Source: an optimization exercise on an open RTL-to-GDS flow (aim: small area, a short achievable clock period and few clock cycles per item). Production flows keep margins and buffers that such runs may drop. The RTL was checked by simulation tests, not by an equivalence proof against the original design. Power figures rest on the tool's default switching activity, not on a simulated workload.

$ cat design/flow/config.mk
export PLATFORM = sky130hd
export DESIGN_NAME = ntrdma_core
export DESIGN_NICKNAME = ntrdma_core
export VERILOG_FILES = /design/flow/design.v
export SDC_FILE = /design/flow/constraint.sdc
export NUM_CORES = 4
export LEC_CHECK = 0
export CAP_MARGIN = 20
export CORE_MARGIN = 2
export CORE_UTILIZATION = 30
export PLACE_DENSITY = 0.5
export SETUP_SLACK_MARGIN = 5
export SLEW_MARGIN = 20
export SYNTH_MEMORY_MAX_BITS = 16384
$ cat design/flow/constraint.sdc
create_clock -name core_clock -period 14.0 [get_ports {clk}]
set_input_delay 2.8000 -clock core_clock [delete_from_list [all_inputs] [get_ports {clk}]]
set_output_delay 2.8000 -clock core_clock [all_outputs]
set_load 0.01 [all_outputs]
$ cat design/flow/design.v
module ntrdma_core (
    input  wire         clk,
    input  wire         rst,
    input  wire         cmd_valid,
    output wire         cmd_ready,
    input  wire [255:0] cmd_data,
    output reg          rsp_valid,
    input  wire         rsp_ready,
    output wire [127:0] rsp_data,
    output reg          out_valid,
    output wire [3:0]   out_ctx,
    output reg  [31:0]  out_idx,
    output reg  [63:0]  out_addr,
    output reg  [63:0]  out_len
);
    reg  i_v, x_v, s_v;
    wire x_ld  = !x_v || !s_v;         
    wire in_ld = !i_v || x_ld;         
    wire ex    = i_v && x_ld;          
    wire push  = x_v && !s_v;          
    assign cmd_ready = in_ld;
    reg [7:0]  i_op;
    reg [5:0]  i_ps;
    reg [3:0]  i_ctx;
    reg [31:0] i_w1, i_w2, i_w3;
    reg [63:0] i_d1, i_d2;
    reg        i_nop, i_ring, i_st, i_sg, i_en;
    reg        i_zrsv, i_zps, i_zctx, i_zw1, i_zw2, i_zw3, i_zd1, i_zd2;
    wire [7:0] c_op = cmd_data[7:0];
    always @(posedge clk) begin
        if (rst) i_v <= 1'b0;
        else if (in_ld) i_v <= cmd_valid;
        if (in_ld) begin
            i_op   <= c_op;
            i_ps   <= cmd_data[13:8];
            i_ctx  <= cmd_data[17:14];
            i_w1   <= cmd_data[63:32];
            i_w2   <= cmd_data[95:64];
            i_w3   <= cmd_data[127:96];
            i_d1   <= cmd_data[191:128];
            i_d2   <= cmd_data[255:192];
            i_nop  <= (c_op == 8'h00);
            i_ring <= (c_op >= 8'h01) && (c_op <= 8'h08);
            i_st   <= (c_op == 8'h10);
            i_sg   <= (c_op == 8'h11);
            i_en   <= (c_op == 8'h12);
            i_zrsv <= (cmd_data[31:18] == 14'd0);
            i_zps  <= (cmd_data[13:8] == 6'd0);
            i_zctx <= (cmd_data[17:14] == 4'd0);
            i_zw1  <= (cmd_data[63:32] == 32'd0);
            i_zw2  <= (cmd_data[95:64] == 32'd0);
            i_zw3  <= (cmd_data[127:96] == 32'd0);
            i_zd1  <= (cmd_data[191:128] == 64'd0);
            i_zd2  <= (cmd_data[255:192] == 64'd0);
        end
    end
    wire op_co = i_st | i_sg | i_en;
    wire known = i_nop | i_ring | op_co;
    wire z_com = i_zrsv & i_zw2 & i_zw3;
    reg mbz_ok;
    always @(*) begin
        if (i_ring)    mbz_ok = i_zrsv & i_zps & i_zctx & i_zd1 & i_zd2;
        else if (i_st) mbz_ok = z_com;
        else if (i_sg) mbz_ok = z_com & i_zps & i_zd2;
        else if (i_en) mbz_ok = z_com & i_zps & i_zw1 & i_zd1 & i_zd2;
        else           mbz_ok = z_com & i_zps & i_zctx & i_zw1 & i_zd1 & i_zd2;
    end
    wire       ctx_ok = (i_ctx[3:2] == 2'b00);
    wire [1:0] cx     = i_ctx[1:0];
    reg        busy  [0:3];
    reg        acc_v [0:3];
    reg [64:0] cs_e  [0:3];
    reg [63:0] cs_a  [0:3];
    reg [63:0] cs_l  [0:3];
    reg [62:0] cs_t  [0:3];
    reg [31:0] cs_mo [0:3];
    reg [31:0] cs_cnt[0:3];
    wire        c_busy = busy[cx];
    wire        c_accv = acc_v[cx];
    wire [64:0] c_e    = cs_e[cx];
    wire [63:0] c_a    = cs_a[cx];
    wire [63:0] c_l    = cs_l[cx];
    wire [62:0] c_t    = cs_t[cx];
    wire [31:0] c_mo   = cs_mo[cx];
    wire [31:0] c_cnt  = cs_cnt[cx];
    reg       ill;
    reg [2:0] ilc;
    always @(*) begin
        ill = 1'b1;
        ilc = 3'd0;
        if (!known)                          ilc = 3'd1;
        else if (!mbz_ok)                    ilc = 3'd2;
        else if (op_co && !ctx_ok)           ilc = 3'd3;
        else if ((i_sg | i_en) && !c_busy)   ilc = 3'd4;
        else                                 ill = 1'b0;
    end
    wire lg_st = !ill && i_st;
    wire lg_sg = !ill && i_sg;
    wire lg_en = !ill && i_en;
    wire do_st = ex && lg_st;
    wire do_sg = ex && lg_sg;
    wire do_en = ex && lg_en;
    wire [63:0] seg_a = i_d1;
    wire [31:0] seg_l = i_w1;
    wire        merge  = c_accv && (c_e == {1'b0, seg_a});
    wire        close  = c_accv && !(i_sg && merge);     
    wire        first  = !c_accv;                        
    wire [64:0] s_end  = {1'b0, seg_a} + {33'd0, seg_l};
    wire [64:0] l_sum  = {1'b0, c_l} + {33'd0, seg_l};
    wire        e64    = s_end[64] && !(merge && l_sum[64]);
    wire        cnt_max = (c_cnt == 32'hffffffff);
    wire        inc     = close && !cnt_max;
    wire [31:0] cnt_inc = c_cnt + 32'd1;
    wire        cnt_lt  = (c_cnt < c_mo);
    wire        cnt_eq  = (c_cnt == c_mo);
    wire        ovf     = inc ? !cnt_lt : !(cnt_lt || cnt_eq);    
    reg         x_v_first;
    reg  [1:0]  x_ctx;
    wire [63:0] ad3;
    wire        fwd_a = x_v_first && (x_ctx == cx);
    wire [63:0] c_a_f = fwd_a ? ad3 : c_a;
    wire [31:0] p   = i_w1;
    wire [31:0] c   = i_w2;
    wire [31:0] cap = i_w3;
    wire [32:0] pm    = {1'b0, p} - {1'b0, cap};
    wire [32:0] cm    = {1'b0, c} - {1'b0, cap};
    wire        lt_pk = pm[32];
    wire        lt_ck = cm[32];
    wire        lt_pc = (p < c);
    wire        p_lt2 = ({1'b0, p} < {cap, 1'b0});
    wire        c_lt2 = ({1'b0, c} < {cap, 1'b0});
    wire [33:0] v1    = {2'b00, c} - {2'b00, p} - {2'b00, cap};    
    wire [33:0] v2    = {2'b00, c} + {2'b00, cap} - {2'b00, p};    
    wire        same  = (lt_pk == lt_ck);
    wire        valid = p_lt2 && c_lt2 && (same ? !lt_pc : (lt_pk ? !v1[33] : !v2[33]));
    wire        eq_pk = (p == cap);
    wire        adv_p = !i_zw3 && ((c == 32'd0) || (c == cap)) && (lt_pk || eq_pk);
    wire [31:0] cap2 = {cap[30:0], 1'b0};
    wire [31:0] pr_s = lt_pk ? p : pm[31:0];
    wire [31:0] cr_s = lt_ck ? c : cm[31:0];
    reg [31:0] rx, ry, rz, r1, r2;
    reg [1:0]  rk;
    reg        rvp, advc;
    always @(*) begin
        rx = 32'd0; ry = 32'd0; rz = 32'd0; rk = 2'd0;
        r1 = 32'd0; r2 = 32'd0;
        rvp = valid; advc = 1'b0;
        case (i_op[3:0])
            4'h1: begin    
                rz = lt_pk ? 32'd0 : cap;
                r1 = pr_s;
                r2 = lt_pk ? (lt_ck ? cap : cm[31:0]) : (lt_ck ? c : cap);
            end
            4'h2: begin    
                rz = lt_ck ? 32'd0 : cap;
                r1 = cr_s;
                r2 = lt_ck ? (lt_pk ? p : cap) : (lt_pk ? cap : pm[31:0]);
            end
            4'h3: begin    
                rx = eq_pk ? ~c : c;
                ry = p;
                rk = {1'b0, eq_pk};
                rvp = adv_p;
                advc = !eq_pk;
            end
            4'h4: begin    
                rx = ~c; ry = p; rz = lt_pc ? cap2 : 32'd0; rk = 2'd1;
            end
            4'h5: begin    
                rx = ~p; ry = c; rz = lt_pc ? ~cap : cap; rk = lt_pc ? 2'd2 : 2'd1;
            end
            4'h6: begin    
                rx = ~c;
                ry = same ? p : 32'd0;
                rz = same ? 32'd0 : (lt_ck ? cap : cap2);
                rk = 2'd1;
            end
            4'h7: begin    
                rx = ~p;
                ry = same ? 32'd0 : c;
                rz = lt_pk ? (lt_ck ? cap : ~cap) : (lt_ck ? cap : cap2);
                rk = (lt_pk && !lt_ck) ? 2'd2 : 2'd1;
            end
            default: begin    
                rz = {31'd0, valid};
            end
        endcase
    end
    reg [7:0]  x_op;
    reg        x_ill;
    reg [2:0]  x_ilc;
    reg        x_ring, x_st, x_sg, x_en, x_wr, x_ovf, x_rvp, x_advc;
    reg [1:0]  x_k;
    reg [5:0]  x_ps;
    reg [31:0] x_c;      
    reg [31:0] x_m;      
    reg [63:0] x_a;      
    reg [63:0] x_e;      
    reg [63:0] x_t;      
    always @(posedge clk) begin
        if (rst) begin
            x_v       <= 1'b0;
            x_v_first <= 1'b0;
        end else if (x_ld) begin
            x_v       <= i_v;
            x_v_first <= i_v && lg_sg && first;
        end
        if (x_ld) begin
            x_op   <= i_op;
            x_ill  <= ill;
            x_ilc  <= ilc;
            x_ring <= !ill && i_ring;
            x_st   <= lg_st;
            x_sg   <= lg_sg;
            x_en   <= lg_en;
            x_wr   <= (lg_sg || lg_en) && close && cnt_lt;
            x_ovf  <= ovf;
            x_rvp  <= rvp;
            x_advc <= advc;
            x_ctx  <= cx;
            x_ps   <= i_ps;
            if (i_ring) begin
                x_k <= rk;
                x_c <= rx;
                x_m <= ry;
            end else begin
                x_k <= {1'b0, inc};
                x_c <= c_cnt;
                x_m <= c_mo;
            end
            if (i_ring) begin
                x_a <= {r2, r1};
                x_e <= {32'd0, rz};
                x_t <= 64'd0;
            end else if (i_st) begin
                x_a <= i_d1;
                x_e <= ~i_d2;
                x_t <= ~64'd0;
            end else if (first) begin
                x_a <= ~i_d1;
                x_e <= c_a;
                x_t <= 64'd1;
            end else begin
                x_a <= c_a_f;
                x_e <= c_e[63:0];
                x_t <= i_en ? {1'b0, c_t} : 64'd0;
            end
        end
    end
    assign ad3 = x_e + ~x_a + ~x_t + 64'd2;
    reg [62:0] x_mask;
    integer b;
    always @(*) begin
        for (b = 0; b < 63; b = b + 1)
            x_mask[b] = (b < x_ps);
    end
    integer i;
    always @(posedge clk) begin
        for (i = 0; i < 4; i = i + 1) begin
            if (rst) begin
                busy[i] <= 1'b0;
            end else if (ex && cx == i) begin
                if (lg_st) busy[i] <= 1'b1;
                else if (lg_en) busy[i] <= 1'b0;
            end
            if (x_v && x_st && x_ctx == i)
                cs_t[i] <= ad3[62:0] & x_mask;
            if (x_v_first && x_ctx == i)
                cs_a[i] <= ad3;
            if (ex && cx == i) begin
                if (lg_st) begin
                    acc_v[i]  <= 1'b0;
                    cs_a[i]   <= i_d1;
                    cs_mo[i]  <= i_w1;
                    cs_cnt[i] <= 32'd0;
                end
                if (lg_sg) begin
                    acc_v[i]  <= 1'b1;
                    cs_e[i]   <= {e64, s_end[63:0]};
                    cs_l[i]   <= merge ? l_sum[63:0] : {32'd0, seg_l};
                    cs_cnt[i] <= inc ? cnt_inc : c_cnt;
                    if (!merge && !first) cs_a[i] <= seg_a;
                end
            end
        end
    end
    wire [31:0] ay  = x_ring ? x_m : 32'd0;
    wire [31:0] az  = x_ring ? x_e[31:0] : 32'd0;
    wire [32:0] sum = {1'b0, x_c} + {1'b0, ay} + {1'b0, az} + {31'd0, x_k};
    wire        co_rsp = x_sg | x_en;
    wire [31:0] q_r0 = (x_ring | co_rsp) ? sum[31:0] : 32'd0;
    wire [31:0] q_r1 = x_ring ? x_a[31:0] : (x_en ? (x_ovf ? x_m : sum[31:0]) : 32'd0);
    wire [31:0] q_r2 = x_ring ? x_a[63:32] : 32'd0;
    wire        q_rv = x_ring && x_rvp && !(x_advc && sum[32]);
    wire        q_ov = x_en && x_ovf;
    wire        q_bz = x_st | x_sg;
    wire [110:0] q_new = {q_r2, q_r1, q_r0, q_bz, q_ov, q_rv, x_ilc, x_ill, x_op};
    reg [110:0] h_d, s_d;
    always @(posedge clk) begin
        if (rst) begin
            rsp_valid <= 1'b0;
            s_v       <= 1'b0;
        end else begin
            if (!rsp_valid || rsp_ready) rsp_valid <= s_v || push;
            s_v <= rsp_valid && !rsp_ready && (s_v || push);
        end
        if (!rsp_valid || rsp_ready) h_d <= s_v ? s_d : q_new;
        if (!s_v) s_d <= q_new;
    end
    assign rsp_data = {h_d[110:15], 17'd0, h_d[14:0]};
    reg [1:0] o_ctx;
    always @(posedge clk) begin
        if (rst) out_valid <= 1'b0;
        else     out_valid <= push && x_wr;
        o_ctx    <= x_ctx;
        out_idx  <= x_c;
        out_addr <= x_a;
        out_len  <= ad3;
    end
    assign out_ctx = {2'b00, o_ctx};
endmodule
$ cat design/flow/run.sh
#!/bin/bash
# synth_recipe.tcl (not shown) runs the flow's synth.tcl, then flattens the netlist and writes it again
# the make line also repeats each setting of config.mk as NAME=value (left out here)
make -C /OpenROAD-flow-scripts/flow DESIGN_CONFIG=/design/flow/config.mk WORK_HOME=/design/flow/orfs CLKGATE_MAP_FILE= SYNTH_SCRIPT=/design/flow/synth_recipe.tcl finish
==> results.yml, run 1 <==
route:
  dr.pass1.iters: 9
  drcViolationCount: 0
  num_vias: 86350
  drt-initial-drc-count: 12130
  routed_via_density: 5.583
  wl_per_cell_um: 32.49
  routed_wirelength_mm: 502.5
  drtAntennaViolNets: 0
floorplan:
  initial_core_util: 0.3008
  die_h_um: 617.2
  row_count: 225
  core_area_um2: 375000
  die-width_um: 617.2
  die_area_um2: 380900
  ios: 555
pwr:
  internal_power_mw: 12.17
  p_seq_frac: 0.436
  clock_power_share: 0.402
  swShare: 0.2899
  p_leak_nw: 49.62
  ir_drop_v: 0.00008721
  combPwrFrac: 0.163
  powerDensity_nw_per_um2: 128.4
  switchingPower_mw: 4.968
sta:
  fmax_mhz: 137.8
  relSlewSlack: 0.1457
  hold_viol: 0
  final.setup.tns_ps: 0
  period_share: 0.5182
  rsz0062_at_grt: "false"
  fin_ws_ps: 6745
  skew_ps: 100.6
  setup_viol: 0
  slew_viol_final: 0
  worst_pin_slew_ps: 1268
  period_needed_ps: 7255
yosys:
  ys.flop_type: "edfxtp_1"
  synth_area_per_cell_um2: 11.63
  synth.yosys.seq_area_share: 0.5429
  synth_warnings: 9
  synth.most_common_cell: "edfxtp_1"
  synth_seq_cells: 2219
  synth_edf_count: 1680
  synthTopCellsByArea: "edfxtp_1 45%, dfxtp_1 9.6%, ha_1 5.6%"
  ys_types: 100
  syn_area_um2: 112800
  yosysTopAreaCellShare: 0.4472
  yosys-top-cells-count: "1680 x edfxtp_1, 1047 x nand2_1, 669 x a21oi_1, 666 x nor2_1, 596 x o21ai_0"
  async_flop_share: 0
  yosysTopAreaCell: "edfxtp_1"
  syn_inst: 9703
grt:
  grt_pass1_vias: 82790
  use_met3: 0.05088
  track_usage: 0.2558
  grt.met1_usage: 0.3425
  grtUsageMet2: 0.3838
  top_usage_layer: "met2"
  antenna_found_initial: 42
  grt_pass1_wl_mm: 682.5
  grt_overflow: 0
  grt_max_degree: 157
clocking:
  htreeDepth: 5
  insertion_delay_ps: 950
  cts_setup_buffers: 0
  clock-root-buffer: "clkbuf_16"
  cts.sinks: 2219
  ctsResizeCount: 0
  hold_buffers: 0
  cts_tree: "built"
  cts_buffer_depth: 4
  cts_made_buffers: 266
  cts.clk_slew.worst_paths_ps: 60
setup_path:
  end_kind: "flip-flop"
  cp-start-kind: "flip-flop"
  worst_path_largest_cell_delay_ps: 760
  critPathRequiredTime_ps: 14730
  path_cells: "inv_1 -> ha_1 -> a21oi_1 -> o21ai_0 -> a221oi_1 -> o21ai_0 -> a41oi_1 -> nand2_4 -> buf_4 -> ha_1 -> inv_1 -> nand3_1 -> nor2_1 -> buf_4 -> nand2_1 -> nand2_1 -> a221oi_1 -> o22ai_1"
  r2r_start: "i_w3[2]"
  cp.buffers_inverters: 4
  cp.arrival_ps: 7990
  rrSetupSlack_ps: 6740
  crit_type: "reg2reg"
  cp_slowest_cell: "nor2_1"
  worstReg2RegEnd: "x_e[13]"
  cp_max_fo: 52
  worst_r2r_path_depth: 18
  cp_top_family: "compound AO/OA/AOI/OAI gates"
flow_run:
  maxCapViolations: 0
placement:
  port_buffers: 535
  place_ws_ps: 7022
  place.gp.congestion: 1.002
  dp_hpwl_mm: 370.0
finish:
  fin_util: 0.3559
  fin_nets: 11150
  syn_to_final_growth_pct: 18.31
  layout-drive-gt1-share: 0.1104
  fillers: 36880
min_path:
  hold_end: "out_idx[31]"
  hold_path_depth: 0
  holdCritPathClass: "reg2reg"
  min_from: "x_c[31]"
status:
  outcome: "timing/DRC/antenna clean"
## cell usage in the layout (no fill, tap or decap), types with 49 or more instances in the layout
master           instances
mux2i_1                118
a22o_1                  51
ha_1                   508
nand2b_1                53
a221oi_1                72
nand3_1                 99
clkbuf_1                67
o211ai_1                50
o21bai_1                49
mux2_2                  69
clkdlybuf4s50_1        535
xnor2_1                270
fa_1                   133
xor2_1                  86
and3_1                  86
nor3_1                 124
a22oi_1                 65
buf_4                  285
o21ai_0                580
a211oi_1               172
clkbuf_16              272
nor2_1                 652
a21oi_1                664
nor2b_1                 50
a21o_1                 133
o21a_1                  52
nor4_1                  94
edfxtp_1              1680
inv_1                  502
nand2_1               1042
nand4_1                115
dfxtp_1                538
mux4_2                 277
and2_1                  88
o22ai_1                123
## through the flow
step | area, um^2 | hold WS, ps | power, mW | cells
floorplan | 112900 | 346.2 | 8.862 | 9721
global placement | 124700 | 374.6 | 10.29 | 14970
detailed placement | 124800 | 368.2 | 10.31 | 14970
CTS | 133300 | 390.4 | 17.18 | 15450
global route | 133400 | 401.3 | 17.64 | 15450
finish | 133500 | 385.4 | 17.14 | 15470
## state kept, by name, summed over array words and instances (netlist names), 64 cells and up
register  flops
i_d2         64
cs_t        252
cs_cnt      128
i_d1         64
cs_a        256
x_t          64
out_len      64
cs_l        256
out_addr     64
cs_e        260
x_e          64
s_d         111
h_d         111
cs_mo       128
x_a          64
## metal layers
metal	part of all wire	vias up
met5	0.00011	-
met2	0.43	4634
met1	0.41	43580
met3	0.088	886
met4	0.071	8
li1	-	37240
## final cells by class
cell class,count,area [um^2],share of cell area
diodes,16,40.04,0.0003000
clock buffers,348,7169,0.05372
clock inverters,126,1336,0.01001
inverters,506,1899,0.01423
multi-input cells,6421,47750,0.3578
flip-flops and latches,2219,61240,0.4589
well taps,4994,6248,0.04682
repair buffers,837,7775,0.05826
## logic make-up after synthesis
logic type               share of synthesized area
XOR/XNOR                                   0.02842
flip-flops                                  0.5429
AND/OR/NAND/NOR                             0.1038
buffers and inverters                      0.03902
other                                   0.00003324
AO/OA/AOI/OAI                               0.1305
multiplexers                               0.07546
adder cells (fa/ha/maj)                    0.07995
## worst max-delay path by stage
stage	from	to	slack, ps	depth (start not counted)
2_1_floorplan	x_v	cs_e[2][0]	5400	4
3_3_place_gp	i_w3[0]	x_a[62]	7140	19
3_5_place_dp	i_w3[0]	x_a[62]	7020	19
4_1_cts	i_w3[0]	x_a[62]	7020	19
5_1_grt	i_w3[2]	x_e[16]	6600	18
6_report	i_w3[2]	x_e[13]	6740	18
## power by group through the flow
stage / sequential [mW] / clock, mW / combinational, mW
finish: 7.47 / 6.88 / 2.79
CTS: 7.47 / 6.99 / 2.72
global placement: 7.60 / 0 / 2.69
detailed placement: 7.60 / 0 / 2.71
global route: 7.47 / 7.23 / 2.93
floorplan: 7.54 / 0 / 1.33
Testbench counts, summed over its fixed seeds: cycles 32,024, commands 32,000.
==> inputs of run 2 (changes only) <==
--- a/design/flow/design.v
+++ b/design/flow/design.v
@@ -132,7 +132,6 @@
     wire [33:0] v1    = {2'b00, c} - {2'b00, p} - {2'b00, cap};    
     wire [33:0] v2    = {2'b00, c} + {2'b00, cap} - {2'b00, p};    
     wire        same  = (lt_pk == lt_ck);
-    wire        valid = p_lt2 && c_lt2 && (same ? !lt_pc : (lt_pk ? !v1[33] : !v2[33]));
     wire        eq_pk = (p == cap);
     wire        adv_p = !i_zw3 && ((c == 32'd0) || (c == cap)) && (lt_pk || eq_pk);
     wire [31:0] cap2 = {cap[30:0], 1'b0};
@@ -140,11 +139,11 @@
     wire [31:0] cr_s = lt_ck ? c : cm[31:0];
     reg [31:0] rx, ry, rz, r1, r2;
     reg [1:0]  rk;
-    reg        rvp, advc;
+    reg        advc;
     always @(*) begin
         rx = 32'd0; ry = 32'd0; rz = 32'd0; rk = 2'd0;
         r1 = 32'd0; r2 = 32'd0;
-        rvp = valid; advc = 1'b0;
+        advc = 1'b0;
         case (i_op[3:0])
             4'h1: begin    
                 rz = lt_pk ? 32'd0 : cap;
@@ -160,7 +159,6 @@
                 rx = eq_pk ? ~c : c;
                 ry = p;
                 rk = {1'b0, eq_pk};
-                rvp = adv_p;
                 advc = !eq_pk;
             end
             4'h4: begin    
@@ -181,15 +179,15 @@
                 rz = lt_pk ? (lt_ck ? cap : ~cap) : (lt_ck ? cap : cap2);
                 rk = (lt_pk && !lt_ck) ? 2'd2 : 2'd1;
             end
-            default: begin    
-                rz = {31'd0, valid};
-            end
+            default: ;       
         endcase
     end
     reg [7:0]  x_op;
     reg        x_ill;
     reg [2:0]  x_ilc;
-    reg        x_ring, x_st, x_sg, x_en, x_wr, x_ovf, x_rvp, x_advc;
+    reg        x_ring, x_st, x_sg, x_en, x_wr, x_ovf, x_advc;
+    reg        x_adv, x_isv, x_advp;                         
+    reg        x_pl2, x_cl2, x_same, x_ltpk, x_ltpc, x_v1, x_v2;    
     reg [1:0]  x_k;
     reg [5:0]  x_ps;
     reg [31:0] x_c;      
@@ -215,8 +213,17 @@
             x_en   <= lg_en;
             x_wr   <= (lg_sg || lg_en) && close && cnt_lt;
             x_ovf  <= ovf;
-            x_rvp  <= rvp;
             x_advc <= advc;
+            x_adv  <= (i_op[3:0] == 4'h3);
+            x_isv  <= (i_op[3:0] == 4'h8);
+            x_advp <= adv_p;
+            x_pl2  <= p_lt2;
+            x_cl2  <= c_lt2;
+            x_same <= same;
+            x_ltpk <= lt_pk;
+            x_ltpc <= lt_pc;
+            x_v1   <= !v1[33];
+            x_v2   <= !v2[33];
             x_ctx  <= cx;
             x_ps   <= i_ps;
             if (i_ring) begin
@@ -288,10 +295,12 @@
     wire [31:0] az  = x_ring ? x_e[31:0] : 32'd0;
     wire [32:0] sum = {1'b0, x_c} + {1'b0, ay} + {1'b0, az} + {31'd0, x_k};
     wire        co_rsp = x_sg | x_en;
-    wire [31:0] q_r0 = (x_ring | co_rsp) ? sum[31:0] : 32'd0;
+    wire        valid = x_pl2 && x_cl2 && (x_same ? !x_ltpc : (x_ltpk ? x_v1 : x_v2));
+    wire [31:0] q_r0 = (x_ring && x_isv) ? {31'd0, valid} :
+                       (x_ring | co_rsp) ? sum[31:0] : 32'd0;
     wire [31:0] q_r1 = x_ring ? x_a[31:0] : (x_en ? (x_ovf ? x_m : sum[31:0]) : 32'd0);
     wire [31:0] q_r2 = x_ring ? x_a[63:32] : 32'd0;
-    wire        q_rv = x_ring && x_rvp && !(x_advc && sum[32]);
+    wire        q_rv = x_ring && (x_adv ? (x_advp && !(x_advc && sum[32])) : valid);
     wire        q_ov = x_en && x_ovf;
     wire        q_bz = x_st | x_sg;
     wire [110:0] q_new = {q_r2, q_r1, q_r0, q_bz, q_ov, q_rv, x_ilc, x_ill, x_op};
==> design/flow/flow/run.sh (new file) <==
#!/bin/bash
set -euo pipefail
bash standard.sh SETUP_SLACK_MARGIN=9 finish > flow_make.log 2>&1
==> design/flow/standard.sh (new file) <==
#!/bin/bash
# synth_recipe.tcl (not shown) runs the flow's synth.tcl, then flattens the netlist and writes it again
# the make line also repeats each setting of config.mk as NAME=value (left out here)
make -C /OpenROAD-flow-scripts/flow DESIGN_CONFIG=/design/flow/config.mk WORK_HOME=/design/flow/orfs CLKGATE_MAP_FILE= SYNTH_SCRIPT=/design/flow/synth_recipe.tcl "${@:-finish}"
--- a/design/flow/config.mk
+++ b/design/flow/config.mk
@@ -7,8 +7,7 @@
 export LEC_CHECK = 0
 export CAP_MARGIN = 20
 export CORE_MARGIN = 2
-export CORE_UTILIZATION = 30
-export PLACE_DENSITY = 0.5
-export SETUP_SLACK_MARGIN = 5
+export CORE_UTILIZATION = 50
+export PLACE_DENSITY = 0.65
 export SLEW_MARGIN = 20
 export SYNTH_MEMORY_MAX_BITS = 16384
removed: design/flow/run.sh
==> results.yml, run 2 <==
sta:
  worst_pin_slew_ps: 1241
  period_needed_ps: 5050
  setup_viol: 0
  final.setup.tns_ps: 0
  hold_viol: 0
  fmax_mhz: 198.0
  holdWs_ps: 381.6
  skew_ps: 59.71
  rsz0062_at_grt: "true"
  period_share: 0.3607
  slew_viol_final: 0
  relSlewSlack: 0.1696
route:
  wl_met1_mm: 179.9
  drcViolationCount: 0
  top_layer: "met5"
  wl_met2_mm: 192.3
  wl_met3_mm: 69.39
  dr.pass1.iters: 10
  routed_wirelength_mm: 470.2
  num_vias: 90740
  routed_via_density: 6.618
  drtAntennaViolNets: 0
  drt-initial-drc-count: 15910
  wl_per_cell_um: 34.29
pwr:
  ir_drop_v: 0.0001256
  swShare: 0.2929
  combPwrFrac: 0.188
  p_seq_frac: 0.442
  powerDensity_nw_per_um2: 125.7
  switchingPower_mw: 4.970
  clock_power_share: 0.369
  internal_power_mw: 12.00
  power.total_mw: 16.97
  p_leak_nw: 50.77
floorplan:
  ios: 555
  die_h_um: 481.1
  die-width_um: 481.1
  initial_core_util: 0.5017
  core_area_um2: 226800
  die_area_um2: 231500
  row_count: 175
finish:
  syn_to_final_growth_pct: 18.61
  fin_util: 0.5951
  fin_nets: 11380
  final_common_cell: "edfxtp_1"
  regMostFlops: "cs_e"
  largest_reg_flops: 260
  largestRegisters: "cs_e: 260 flops, cs_a: 256 flops, cs_l: 256 flops"
  layout_common_cells: "1689 x edfxtp_1, 1185 x nand2_1, 567 x nor2_1, 551 x a21oi_1, 536 x dfxtp_1"
  layout-drive-gt1-share: 0.1466
min_path:
  min_from: "x_c[5]"
  hold_end: "out_idx[5]"
  holdCritPathClass: "reg2reg"
  hold_path_depth: 0
placement:
  port_buffers: 535
  place.gp.congestion: 1.034
  dp_hpwl_mm: 331.1
yosys:
  synth.yosys.seq_area_share: 0.5404
  async_flop_share: 0
  synth_edf_count: 1689
  synthTopCellsByArea: "edfxtp_1 45%, dfxtp_1 9.5%, mux4_2 5.7%"
  syn_inst: 9801
  yosysTopAreaCell: "edfxtp_1"
  synth_seq_cells: 2228
  yosysTopAreaCellShare: 0.4456
  synth_area_per_cell_um2: 11.61
  ys.flop_type: "edfxtp_1"
  yosys-top-cells-count: "1689 x edfxtp_1, 1195 x nand2_1, 592 x nor2_1, 581 x a21oi_1, 552 x inv_1"
  ys_types: 104
  synth.most_common_cell: "edfxtp_1"
  synth_warnings: 9
  syn_area_um2: 113800
grt:
  track_usage: 0.3940
  grt_max_degree: 133
  antenna_found_initial: 52
  grt_overflow: 0
  grt_pass1_wl_mm: 639.8
  grt_pass1_vias: 83460
setup_path:
  worst_r2r_path_depth: 18
  r2r_start: "x_t[0]"
  end_kind: "flip-flop"
  rrSetupSlack_ps: 8950
  worst_path_largest_cell_delay_ps: 530
  cp-start-kind: "flip-flop"
  cp_top_family: "compound AO/OA/AOI/OAI gates"
  cp.arrival_ps: 5570
  path_common_cell: "nor2_1"
  worstReg2RegEnd: "x_a[12]"
  cp_slowest_cell: "a21oi_1"
  cp_max_fo: 7
  cp.buffers_inverters: 4
  path_cells: "inv_1 -> fa_1 -> inv_1 -> ha_1 -> nor2_1 -> fa_1 -> nand2b_1 -> a21oi_4 -> o2111a_2 -> buf_4 -> nor2_1 -> xor2_1 -> buf_4 -> nor2_1 -> a211oi_1 -> a211oi_1 -> a21oi_1 -> o21ai_0"
  critPathRequiredTime_ps: 14520
  crit_type: "reg2reg"
clocking:
  htreeDepth: 4
  cts_buffer_depth: 3
  cts_tree: "built"
  cts.clk_slew.worst_paths_ps: 60
  clock-root-buffer: "clkbuf_16"
  insertion_delay_ps: 940
  cts_made_buffers: 223
  hold_buffers: 0
  cts.sinks: 2228
status:
  outcome: "timing/DRC/antenna clean"
flow_run:
  maxCapViolations: 0
==> run 2: area by class of cell <==
type / instances / area (um^2)
multi-input cells: 6443 / 49560
fillers: 18360 / 91840
well taps: 3009 / 3765
clock buffers: 323 / 6638
diodes: 22 / 55.05
flip-flops and latches: 2228 / 61520
clock inverters: 103 / 1115
repair buffers: 1027 / 10170
inverters: 556 / 2180
==> run 2: worst max-delay path by stage <==
stage | startpoint | end | slack [ps] | cells past startpoint
global route | i_ctx[1] | cs_e[3][64] | 8920 | 15
finish | x_t[0] | x_a[12] | 8950 | 18
global placement | i_ctx[0] | cs_e[2][64] | 6990 | 14
detailed placement | i_ctx[0] | cs_e[0][64] | 6860 | 14
floorplan | i_ctx[1] | cs_l[0][51] | 8000 | 26
CTS | x_a[0] | x_a[60] | 8900 | 18
==> run 2: power by group through the flow <==
stage	logic, mW	registers (mW)	clock network, mW
global route	3.30	7.51	6.53
floorplan	1.40	7.59	0
detailed placement	2.77	7.65	0
finish	3.20	7.50	6.27
CTS	2.94	7.50	6.29
global placement	2.74	7.65	0
==> run 2: cell families after synthesis <==
kind of cell | count (synthesis) | synth area share
and+or+nand+nor | 2594 | 0.1023
muxes | 440 | 0.07080
xor gates and xnor gates | 370 | 0.02854
AOI/OAI and AO/OA | 2375 | 0.1373
buffers and inverters | 1152 | 0.04140
adders and majority gates | 641 | 0.07924
DFF | 2228 | 0.5404
other | 1 | 0.00003295
==> run 2: what timing repair did <==
action                     4_1_cts  5_1_grt
gates cloned                    13       10
setup buffers                  101      103
pin swaps                       34       73
setup endpoints to repair     1710      878
gates resized for setup        252      161
==> run 2: worst register-to-register path: cells and delay by family (launching register included) <==
| family | cells | cell delay (ps) |
|---|---|---|
| AO/OA/AOI/OAI | 6 | 1860 |
| adder cells (fa/ha/maj) | 3 | 1060 |
| buffers and inverters | 4 | 650 |
| flip-flops | 1 | 510 |
| AND/OR/NAND/NOR | 4 | 430 |
| XOR/XNOR | 1 | 130 |
==> run 2: routing by layer <==
| layer | up-vias | GRT usage |
|---|---|---|
| li1 | 37920 | - |
| met1 | 44840 | 0.5481 |
| met2 | 6778 | 0.5501 |
| met3 | 1170 | 0.1323 |
| met4 | 22 | 0.1935 |
| met5 | - | 0 |
==> run 2: metrics by stage <==
step	std cells	setup slack [ps]	area (um^2)
finish	13710	8950	135000
global route	13690	8922	134900
CTS	13570	8897	133200
detailed placement	13030	6865	123000
global placement	13030	6994	123000
floorplan	9819	7999	114000
Testbench counts of run 2, summed over its fixed seeds: cycles 32,024, commands 32,000.
==> inputs of run 3 (changes only) <==
--- a/design/flow/design.v
+++ b/design/flow/design.v
@@ -14,11 +14,12 @@
     output reg  [63:0]  out_len
 );
     reg  i_v, x_v, s_v;
+    reg  rdy;                          
     wire x_ld  = !x_v || !s_v;         
     wire in_ld = !i_v || x_ld;         
     wire ex    = i_v && x_ld;          
     wire push  = x_v && !s_v;          
-    assign cmd_ready = in_ld;
+    assign cmd_ready = rdy;
     reg [7:0]  i_op;
     reg [5:0]  i_ps;
     reg [3:0]  i_ctx;
@@ -71,7 +72,8 @@
     reg        acc_v [0:3];
     reg [64:0] cs_e  [0:3];
     reg [63:0] cs_a  [0:3];
-    reg [63:0] cs_l  [0:3];
+    reg [31:0] cs_p  [0:3];
+    reg        cs_pz [0:3];
     reg [62:0] cs_t  [0:3];
     reg [31:0] cs_mo [0:3];
     reg [31:0] cs_cnt[0:3];
@@ -79,7 +81,8 @@
     wire        c_accv = acc_v[cx];
     wire [64:0] c_e    = cs_e[cx];
     wire [63:0] c_a    = cs_a[cx];
-    wire [63:0] c_l    = cs_l[cx];
+    wire [31:0] c_p    = cs_p[cx];
+    wire        c_pz   = cs_pz[cx];
     wire [62:0] c_t    = cs_t[cx];
     wire [31:0] c_mo   = cs_mo[cx];
     wire [31:0] c_cnt  = cs_cnt[cx];
@@ -106,8 +109,9 @@
     wire        close  = c_accv && !(i_sg && merge);     
     wire        first  = !c_accv;                        
     wire [64:0] s_end  = {1'b0, seg_a} + {33'd0, seg_l};
-    wire [64:0] l_sum  = {1'b0, c_l} + {33'd0, seg_l};
-    wire        e64    = s_end[64] && !(merge && l_sum[64]);
+    wire [33:0] w_lo   = {2'b00, seg_a[31:0]} + {2'b00, seg_l} - {2'b00, c_p};
+    wire        wrap   = (&seg_a[63:32]) && c_pz && !w_lo[33] && w_lo[32];
+    wire        e64    = s_end[64] && !(merge && wrap);
     wire        cnt_max = (c_cnt == 32'hffffffff);
     wire        inc     = close && !cnt_max;
     wire [31:0] cnt_inc = c_cnt + 32'd1;
@@ -127,8 +131,8 @@
     wire        lt_pk = pm[32];
     wire        lt_ck = cm[32];
     wire        lt_pc = (p < c);
-    wire        p_lt2 = ({1'b0, p} < {cap, 1'b0});
-    wire        c_lt2 = ({1'b0, c} < {cap, 1'b0});
+    wire        p_lt2 = (p[31:1] < cap);       
+    wire        c_lt2 = (c[31:1] < cap);
     wire [33:0] v1    = {2'b00, c} - {2'b00, p} - {2'b00, cap};    
     wire [33:0] v2    = {2'b00, c} + {2'b00, cap} - {2'b00, p};    
     wire        same  = (lt_pk == lt_ck);
@@ -186,9 +190,10 @@
     reg        x_ill;
     reg [2:0]  x_ilc;
     reg        x_ring, x_st, x_sg, x_en, x_wr, x_ovf, x_advc;
-    reg        x_adv, x_isv, x_advp;                         
+    reg        x_adv, x_isv, x_pc, x_advp;                   
+    reg        x_inc;                                         
     reg        x_pl2, x_cl2, x_same, x_ltpk, x_ltpc, x_v1, x_v2;    
-    reg [1:0]  x_k;
+    reg [1:0]  x_k;      
     reg [5:0]  x_ps;
     reg [31:0] x_c;      
     reg [31:0] x_m;      
@@ -216,6 +221,9 @@
             x_advc <= advc;
             x_adv  <= (i_op[3:0] == 4'h3);
             x_isv  <= (i_op[3:0] == 4'h8);
+            x_pc   <= (i_op[3:0] == 4'h1) || (i_op[3:0] == 4'h2);
+            x_inc  <= inc;
+            x_c    <= c_cnt;
             x_advp <= adv_p;
             x_pl2  <= p_lt2;
             x_cl2  <= c_lt2;
@@ -226,19 +234,12 @@
             x_v2   <= !v2[33];
             x_ctx  <= cx;
             x_ps   <= i_ps;
+            x_k <= i_ring ? rk : 2'd2;
+            x_m <= i_ring ? rz : c_mo;
             if (i_ring) begin
-                x_k <= rk;
-                x_c <= rx;
-                x_m <= ry;
-            end else begin
-                x_k <= {1'b0, inc};
-                x_c <= c_cnt;
-                x_m <= c_mo;
-            end
-            if (i_ring) begin
-                x_a <= {r2, r1};
+                x_a <= (i_op[3:0] == 4'h1 || i_op[3:0] == 4'h2) ? {r2, r1} : {32'hffffffff, ~rx};
                 x_e <= {32'd0, rz};
-                x_t <= 64'd0;
+                x_t <= {32'hffffffff, ~ry};
             end else if (i_st) begin
                 x_a <= i_d1;
                 x_e <= ~i_d2;
@@ -254,7 +255,7 @@
             end
         end
     end
-    assign ad3 = x_e + ~x_a + ~x_t + 64'd2;
+    assign ad3 = x_e + ~x_a + ~x_t + {62'd0, x_k};
     reg [62:0] x_mask;
     integer b;
     always @(*) begin
@@ -284,23 +285,24 @@
                 if (lg_sg) begin
                     acc_v[i]  <= 1'b1;
                     cs_e[i]   <= {e64, s_end[63:0]};
-                    cs_l[i]   <= merge ? l_sum[63:0] : {32'd0, seg_l};
                     cs_cnt[i] <= inc ? cnt_inc : c_cnt;
+                    if (!merge) begin
+                        cs_p[i]  <= seg_a[31:0];
+                        cs_pz[i] <= (seg_a[63:32] == 32'd0);
+                    end
                     if (!merge && !first) cs_a[i] <= seg_a;
                 end
             end
         end
     end
-    wire [31:0] ay  = x_ring ? x_m : 32'd0;
-    wire [31:0] az  = x_ring ? x_e[31:0] : 32'd0;
-    wire [32:0] sum = {1'b0, x_c} + {1'b0, ay} + {1'b0, az} + {31'd0, x_k};
+    wire [31:0] cnt_nx = x_c + {31'd0, x_inc};
     wire        co_rsp = x_sg | x_en;
     wire        valid = x_pl2 && x_cl2 && (x_same ? !x_ltpc : (x_ltpk ? x_v1 : x_v2));
-    wire [31:0] q_r0 = (x_ring && x_isv) ? {31'd0, valid} :
-                       (x_ring | co_rsp) ? sum[31:0] : 32'd0;
-    wire [31:0] q_r1 = x_ring ? x_a[31:0] : (x_en ? (x_ovf ? x_m : sum[31:0]) : 32'd0);
-    wire [31:0] q_r2 = x_ring ? x_a[63:32] : 32'd0;
-    wire        q_rv = x_ring && (x_adv ? (x_advp && !(x_advc && sum[32])) : valid);
+    wire [31:0] q_r0 = x_ring ? (x_pc ? x_m : x_isv ? {31'd0, valid} : ad3[31:0])
+                              : (co_rsp ? cnt_nx : 32'd0);
+    wire [31:0] q_r1 = (x_ring && x_pc) ? x_a[31:0] : (x_en ? (x_ovf ? x_m : cnt_nx) : 32'd0);
+    wire [31:0] q_r2 = (x_ring && x_pc) ? x_a[63:32] : 32'd0;
+    wire        q_rv = x_ring && (x_adv ? (x_advp && !(x_advc && ad3[32])) : valid);
     wire        q_ov = x_en && x_ovf;
     wire        q_bz = x_st | x_sg;
     wire [110:0] q_new = {q_r2, q_r1, q_r0, q_bz, q_ov, q_rv, x_ilc, x_ill, x_op};
@@ -316,6 +318,13 @@
         if (!rsp_valid || rsp_ready) h_d <= s_v ? s_d : q_new;
         if (!s_v) s_d <= q_new;
     end
+    wire i_v_nx = in_ld ? cmd_valid : i_v;
+    wire x_v_nx = x_ld ? i_v : x_v;
+    wire s_v_nx = rsp_valid && !rsp_ready && (s_v || push);
+    always @(posedge clk) begin
+        if (rst) rdy <= 1'b1;
+        else     rdy <= !i_v_nx || !x_v_nx || !s_v_nx;
+    end
     assign rsp_data = {h_d[110:15], 17'd0, h_d[14:0]};
     reg [1:0] o_ctx;
     always @(posedge clk) begin
==> design/flow/flow/run.sh (replaced) <==
#!/bin/bash
set -euo pipefail
bash standard.sh SETUP_SLACK_MARGIN=9.3 finish > flow_make.log 2>&1
==> design/flow/config.mk (replaced) <==
export PLATFORM = sky130hd
export DESIGN_NAME = ntrdma_core
export DESIGN_NICKNAME = ntrdma_core
export VERILOG_FILES = /design/flow/design.v
export SDC_FILE = /design/flow/constraint.sdc
export NUM_CORES = 4
export LEC_CHECK = 0
export CAP_MARGIN = 40
export CORE_MARGIN = 2
export CORE_UTILIZATION = 40
export CTS_CLUSTER_DIAMETER = 70
export CTS_CLUSTER_SIZE = 25
export PLACE_DENSITY = 0.58
export SLEW_MARGIN = 20
export SYNTH_MEMORY_MAX_BITS = 16384
==> results.yml, run 3 <==
finish:
  layout-drive-gt1-share: 0.1907
  fillers: 23530
  largestRegisters: "cs_e: 260 flops, cs_a: 256 flops, cs_t: 252 flops"
  final_common_cell: "edfxtp_1"
  layout_common_cells: "1567 x edfxtp_1, 916 x nand2_1, 667 x a21oi_1, 564 x nor2_1, 533 x dfxtp_1"
  largest_reg_flops: 260
  fin_nets: 11030
  multi_input_area_um2: 48110
  syn_to_final_growth_pct: 22.51
  ff_latch_area_um2: 57880
  final_area_um2: 130400
  fin_util: 0.4925
  regMostFlops: "cs_e"
floorplan:
  core_area_um2: 264900
  die-width_um: 519.9
  die_h_um: 519.9
  die_area_um2: 270300
  initial_core_util: 0.4020
  ios: 555
  row_count: 189
clocking:
  cts_made_buffers: 140
  htreeDepth: 4
  cts_tree: "built"
  cts_buffer_depth: 3
  insertion_delay_ps: 890
  clock-root-buffer: "clkbuf_16"
  cts.clk_slew.worst_paths_ps: 100
  cts.sinks: 2107
route:
  wl_per_cell_um: 35.28
  dr.pass1.iters: 11
  drt-initial-drc-count: 14610
  drcViolationCount: 0
  drtAntennaViolNets: 0
  routed_wirelength_mm: 486.8
  num_vias: 86450
  routed_via_density: 6.267
yosys:
  ys_types: 97
  synth_warnings: 10
  synth_area_per_cell_um2: 11.50
  synth.most_common_cell: "edfxtp_1"
  yosysTopAreaCellShare: 0.4419
  synth.yosys.seq_area_share: 0.5435
  yosysTopAreaCell: "edfxtp_1"
  async_flop_share: 0
  synth_seq_cells: 2107
  ys.flop_type: "edfxtp_1"
  synth_edf_count: 1567
  yosys-top-cells-count: "1567 x edfxtp_1, 931 x nand2_1, 751 x a21oi_1, 699 x o21ai_0, 602 x nor2_1"
  syn_area_um2: 106500
  syn_inst: 9259
  synthTopCellsByArea: "edfxtp_1 44%, dfxtp_1 10%, ha_1 6.0%"
setup_path:
  cp_max_fo: 4
  worstReg2RegEnd: "x_a[60]"
  cp.arrival_ps: 5610
  cp-start-kind: "flip-flop"
  crit_type: "reg2reg"
  end_kind: "flip-flop"
  critPathRequiredTime_ps: 14620
  worst_r2r_path_depth: 18
  rrSetupSlack_ps: 9010
  r2r_start: "x_e[11]"
status:
  outcome: "timing/DRC/antenna clean"
pwr:
  powerDensity_nw_per_um2: 127.4
  p_leak_nw: 48.29
  ir_drop_v: 0.0001532
  power.total_mw: 16.62
sta:
  rsz0062_at_grt: "true"
  fmax_mhz: 200.4
  hold_viol: 0
  skew_ps: 58.11
  final.setup.tns_ps: 0
  setup_viol: 0
  period_share: 0.3564
  relSlewSlack: 0.2767
  period_needed_ps: 4990
  slew_viol_final: 0
  worst_pin_slew_ps: 1074
placement:
  place.gp.congestion: 1.064
  place_area_um2: 117800
  port_buffers: 535
  dp_hpwl_mm: 353.3
grt:
  grt_pass1_wl_mm: 651.3
  grt_overflow: 0
  grt_max_degree: 133
  grt_pass1_vias: 78880
  track_usage: 0.3469
  antenna_found_initial: 81
min_path:
  hold_path_depth: 0
  min_from: "x_a[58]"
  hold_end: "out_addr[58]"
  holdCritPathClass: "reg2reg"
flow_run:
  maxCapViolations: 0
[run 3: cell count changes after synthesis, sizes merged, moves of 57 or more]
cell	previous run	this run
edfxtp	1689	1567
xnor2	267	205
o21ai	527	727
a21oi	582	753
a31oi	100	38
nand2	1196	932
o211ai	84	27
o22ai	127	39
[run 3: stage by stage]
stage               setup WS [ps]  instances  hold WS, ps
detailed placement           7597      13160        397.8
global route                 8975      13790        429.1
floorplan                    7126       9277        346.2
finish                       9010      13800        415.5
global placement             7259      13060        398.3
CTS                          9134      13620        418.5
[run 3: cell families after synthesis]
logic type,count (synthesis),share of synthesized area
multiplexers,413,0.07020
flip-flops,2107,0.5435
AND/OR/NAND/NOR,2281,0.09621
buffers and inverters,1133,0.04293
XOR/XNOR,325,0.02673
other,1,0.00003522
adder cells (fa/ha/maj),639,0.08430
AO/OA/AOI/OAI,2360,0.1361
[run 3: how the worst max path moves through the flow]
| stage | from | to | cells past startpoint |
|---|---|---|---|
| finish | x_e[11] | x_a[60] | 18 |
| global placement | x_a[2] | x_a[54] | 16 |
| detailed placement | i_w3[17] | x_e[8] | 15 |
| CTS | x_k[1] | x_a[60] | 18 |
| floorplan | s_v | cs_mo[2][0] | 6 |
| global route | i_w1[5] | x_v1 | 23 |
[run 3: repair_timing]
item | 4_1_cts | 5_1_grt
setup endpoints to repair | 1221 | 611
setup buffers | 183 | 145
hold buffers | 0 | 0
pin swaps | 130 | 212
resized for setup | 497 | 475
cloned | 16 | 8
[run 3: critical path, stage by stage, from the launching register on]
cell and delay (ps):
edfxtp_1 740, inv_2 100, fa_1 560, inv_1 60, ha_1 320, ha_4 290
a21oi_2 50, o211ai_1 270, nand4_1 190, nand2_1 130, o22a_4 190, a21oi_4 100
o221ai_4 290, a22oi_2 170, o41ai_4 360, xnor2_2 150, buf_6 170, a311oi_4 490
a21oi_1 70
[run 3: cell type report]
cell class                      count  area share
Sequential cell                  2107      0.4437
Multi-Input combinational cell   6038      0.3688
Clock inverter                     91    0.009381
Tap cell                         3533     0.03389
Antenna cell                       11   0.0002110
Clock buffer                      167     0.02879
Timing Repair Buffer             1279     0.09809
Inverter                          570     0.01710
[run 3: report_power, final]
part	internal, mW	switching (mW)
Sequential	6.98	0.188
Clock	2.13	2.51
Combinational	1.85	2.97
[run 3: per-layer routing]
layer | track usage | vias up | share of wire
met5 | 0.01053 | - | 0.0013
met4 | 0.1971 | 28 | 0.072
met3 | 0.1034 | 1139 | 0.13
met2 | 0.4692 | 6101 | 0.40
met1 | 0.4899 | 43190 | 0.40
li1 | - | 36000 | -
Testbench counts of run 3, summed over its fixed seeds: cycles 32,024, commands 32,000.
==> inputs of run 4 (changes only) <==
--- a/design/flow/config.mk
+++ b/design/flow/config.mk
@@ -11,5 +11,5 @@
 export CTS_CLUSTER_DIAMETER = 70
 export CTS_CLUSTER_SIZE = 25
 export PLACE_DENSITY = 0.58
-export SLEW_MARGIN = 20
+export SLEW_MARGIN = 40
 export SYNTH_MEMORY_MAX_BITS = 16384
==> results.yml, run 4 <==
min_path:
  min_from: "i_op[4]"
  holdCritPathClass: "reg2reg"
  hold_path_depth: 0
  hold_end: "x_op[4]"
finish:
  final_common_cell: "edfxtp_1"
  layout-drive-gt1-share: 0.1853
  largest_reg_flops: 260
  final_area_um2: 129800
  fin_nets: 10940
  largestRegisters: "cs_e: 260 flops, cs_a: 256 flops, cs_t: 252 flops"
  fillers: 23600
  layout_common_cells: "1567 x edfxtp_1, 916 x nand2_1, 669 x a21oi_1, 562 x nor2_1, 532 x dfxtp_1"
  syn_to_final_growth_pct: 21.93
  regMostFlops: "cs_e"
  fin_util: 0.4902
route:
  wl_met2_mm: 194.0
  wl_met1_mm: 193.5
  top_layer: "met5"
  drt-initial-drc-count: 14430
  num_vias: 85810
  routed_via_density: 6.260
  drtAntennaViolNets: 0
  drcViolationCount: 0
  wl_met3_mm: 63.76
  dr.pass1.iters: 11
  wl_per_cell_um: 35.33
  routed_wirelength_mm: 484.3
setup_path:
  path_cells: "clkinvlp_4 -> ha_1 -> and2_1 -> o2111a_1 -> o21ai_1 -> a21boi_1 -> a311oi_4 -> o311ai_1 -> a21oi_1 -> o21bai_1 -> xor2_1 -> a222oi_1 -> nor2_2 -> o21a_1"
  worst_r2r_path_depth: 14
  cp-start-kind: "flip-flop"
  crit_type: "reg2reg"
  end_kind: "flip-flop"
  cp.arrival_ps: 5780
  worst_path_largest_cell_delay_ps: 600
  r2r_start: "i_w3[12]"
  worstReg2RegEnd: "x_a[61]"
  rrSetupSlack_ps: 8980
  cp_max_fo: 7
  critPathRequiredTime_ps: 14760
  cp_slowest_cell: "edfxtp_1"
placement:
  dp_hpwl_mm: 351.4
  port_buffers: 535
  place.gp.congestion: 1.064
  place_area_um2: 117400
clocking:
  cts.clk_slew.worst_paths_ps: 90
  hold_buffers: 0
  cts_made_buffers: 139
  cts_tree: "built"
  htreeDepth: 4
  cts.sinks: 2107
  cts_buffer_depth: 3
  insertion_delay_ps: 920
  clock-root-buffer: "clkbuf_16"
flow_run:
  maxCapViolations: 0
yosys:
  synth_warnings: 10
  synth_edf_count: 1567
  syn_area_um2: 106500
  synth_seq_cells: 2107
  syn_inst: 9259
  synthTopCellsByArea: "edfxtp_1 44%, dfxtp_1 10%, ha_1 6.0%"
  yosys-top-cells-count: "1567 x edfxtp_1, 931 x nand2_1, 751 x a21oi_1, 699 x o21ai_0, 602 x nor2_1"
  yosysTopAreaCellShare: 0.4419
  yosysTopAreaCell: "edfxtp_1"
  synth.most_common_cell: "edfxtp_1"
  synth.yosys.seq_area_share: 0.5435
  synth_area_per_cell_um2: 11.50
  ys.flop_type: "edfxtp_1"
  async_flop_share: 0
  ys_types: 97
sta:
  hold_viol: 0
  fmax_mhz: 199.2
  relSlewSlack: 0.2908
  final.setup.tns_ps: 0
  rsz0062_at_grt: "true"
  skew_ps: 65.58
  setup_viol: 0
  period_needed_ps: 5020
  slew_viol_final: 0
  period_share: 0.3585
  worst_pin_slew_ps: 1057
grt:
  antenna_found_initial: 72
  grt_pass1_wl_mm: 646.9
  grt_max_degree: 133
  grt_pass1_vias: 78340
  track_usage: 0.3445
  grt_overflow: 0
floorplan:
  die_area_um2: 270300
  ios: 555
  core_area_um2: 264900
  initial_core_util: 0.4020
  row_count: 189
  die_h_um: 519.9
  die-width_um: 519.9
pwr:
  ir_drop_v: 0.0001390
  powerDensity_nw_per_um2: 127.9
  p_leak_nw: 47.87
status:
  outcome: "timing/DRC/antenna clean"
## run 4: changes by cell type in the layout (fill, tap and decap cells not counted), sizes merged, moves of 2 or more
cell | before | now
buf | 722 | 628
bufbuf | 9 | 6
bufinv | 3 | 9
clkbuf | 179 | 176
clkdlybuf4s50 | 527 | 530
clkinv | 51 | 47
diode | 11 | 21
dlygate4sd2 | 7 | 5
## run 4: critical path: cells and delay by family (launching register included)
family	cells	cell delay (ps)
and+or+nand+nor	2	700
buffers and inverters	1	300
adders and majority gates	1	450
DFF	1	600
AOI/OAI and AO/OA	9	2260
xor gates and xnor gates	1	570
## run 4: power by group
| group | internal, mW | switching (mW) | total [mW] |
|---|---|---|---|
| clock | 2.20 | 2.50 | 4.70 |
| sequential | 6.98 | 0.189 | 7.16 |
| combinational | 1.79 | 2.95 | 4.74 |
| total | 11.0 | 5.64 | 16.6 |
## run 4: layout make-up
class                           instances  area (um^2)  share of cell area
Sequential cell                      2107        57890              0.4459
Multi-Input combinational cell       6038        48360              0.3725
Timing Repair Buffer                 1183        11830             0.09114
Tap cell                             3533         4420             0.03405
Clock buffer                          162         3659             0.02818
Inverter                              570         2231             0.01718
Clock inverter                         93         1390             0.01071
Antenna cell                           21        52.55           0.0004048
## run 4: cell families (layout without fill, tap and decap cells)
group | Yosys count | in the layout | synth area share
flip-flops | 2107 | 2107 | 0.5435
AO/OA/AOI/OAI | 2360 | 2360 | 0.1361
other | 1 | 40 | 0.00003522
XOR/XNOR | 325 | 325 | 0.02673
buffers and inverters | 1133 | 2008 | 0.04293
multiplexers | 413 | 413 | 0.07020
AND/OR/NAND/NOR | 2281 | 2282 | 0.09621
adder cells (fa/ha/maj) | 639 | 639 | 0.08430
## run 4: worst max path at each step
stage / startpoint / endpoint / slack (ps) / cells after the start
floorplan: s_v / cs_mo[2][0] / 7130 / 6
global placement: x_a[2] / x_a[54] / 7260 / 16
detailed placement: i_w3[17] / x_e[8] / 7560 / 15
CTS: x_e[1] / x_a[60] / 9090 / 18
global route: x_e[14] / x_a[61] / 8990 / 19
finish: i_w3[12] / x_a[61] / 8980 / 14
## run 4: through the flow
stage | total power, mW | hold slack (ps) | instances | setup WS [ps]
after floorplan | 8.900 | 346.2 | 9277 | 7126
after global placement | 10.83 | 398.3 | 13060 | 7259
after detailed placement | 10.89 | 405.4 | 13070 | 7562
after CTS | 15.98 | 426.6 | 13510 | 9089
after global routing | 17.01 | 438.4 | 13690 | 8991
final | 16.61 | 427.0 | 13710 | 8980
## run 4: timing repair
action | 4_1_cts | 5_1_grt
cloned | 13 | 15
setup buffers | 172 | 153
resized for setup | 473 | 425
pin swaps | 126 | 171
endpoints found under the setup margin | 1197 | 752
## run 4: layer usage
metal,global-route usage,vias up
met5,0.001053,-
met1,0.4901,42870
met4,0.1922,20
met3,0.09597,1091
li1,-,35790
met2,0.4694,6039

## separate check: timing with driven ports
How much do the figures lean on ideal ports? The routed layouts below were timed once more, with nothing changed but the port constraints. Step 1, drivers: a clkbuf_16 drives clk and a buf_2 each remaining input, both assumed. Step 2, shift: input delay + t, output delay - t, t = (earliest + latest rising clock arrival at the registers) / 2. This alone moves slack from input paths to output paths. a / b / c = ideal ports / drivers / drivers and shift; a / b = the first two.
run | t (ns) | setup slack, ns | worst setup path after step 2 | latest minus earliest clock arrival (ns) | worst data-port slew with drivers (ns)
run 1 | 0.998 | 6.745 / 6.745 / 6.745 | register to register | 0.101 / 0.101 | 0.06
run 2 | 1.013 | 8.950 / 8.950 / 8.525 | input to register | 0.063 / 0.062 | 0.07
run 3 | 0.968 | 9.010 / 9.010 / 8.798 | input to register | 0.058 / 0.058 | 0.14
run 4 | 0.974 | 8.980 / 8.980 / 8.854 | input to register | 0.066 / 0.066 | 0.14
After both steps setup and hold are still met in every run listed. For run 2, which loses most, drivers alone change the setup slack by 0.000 ns; drivers and shift together by -0.425 ns.
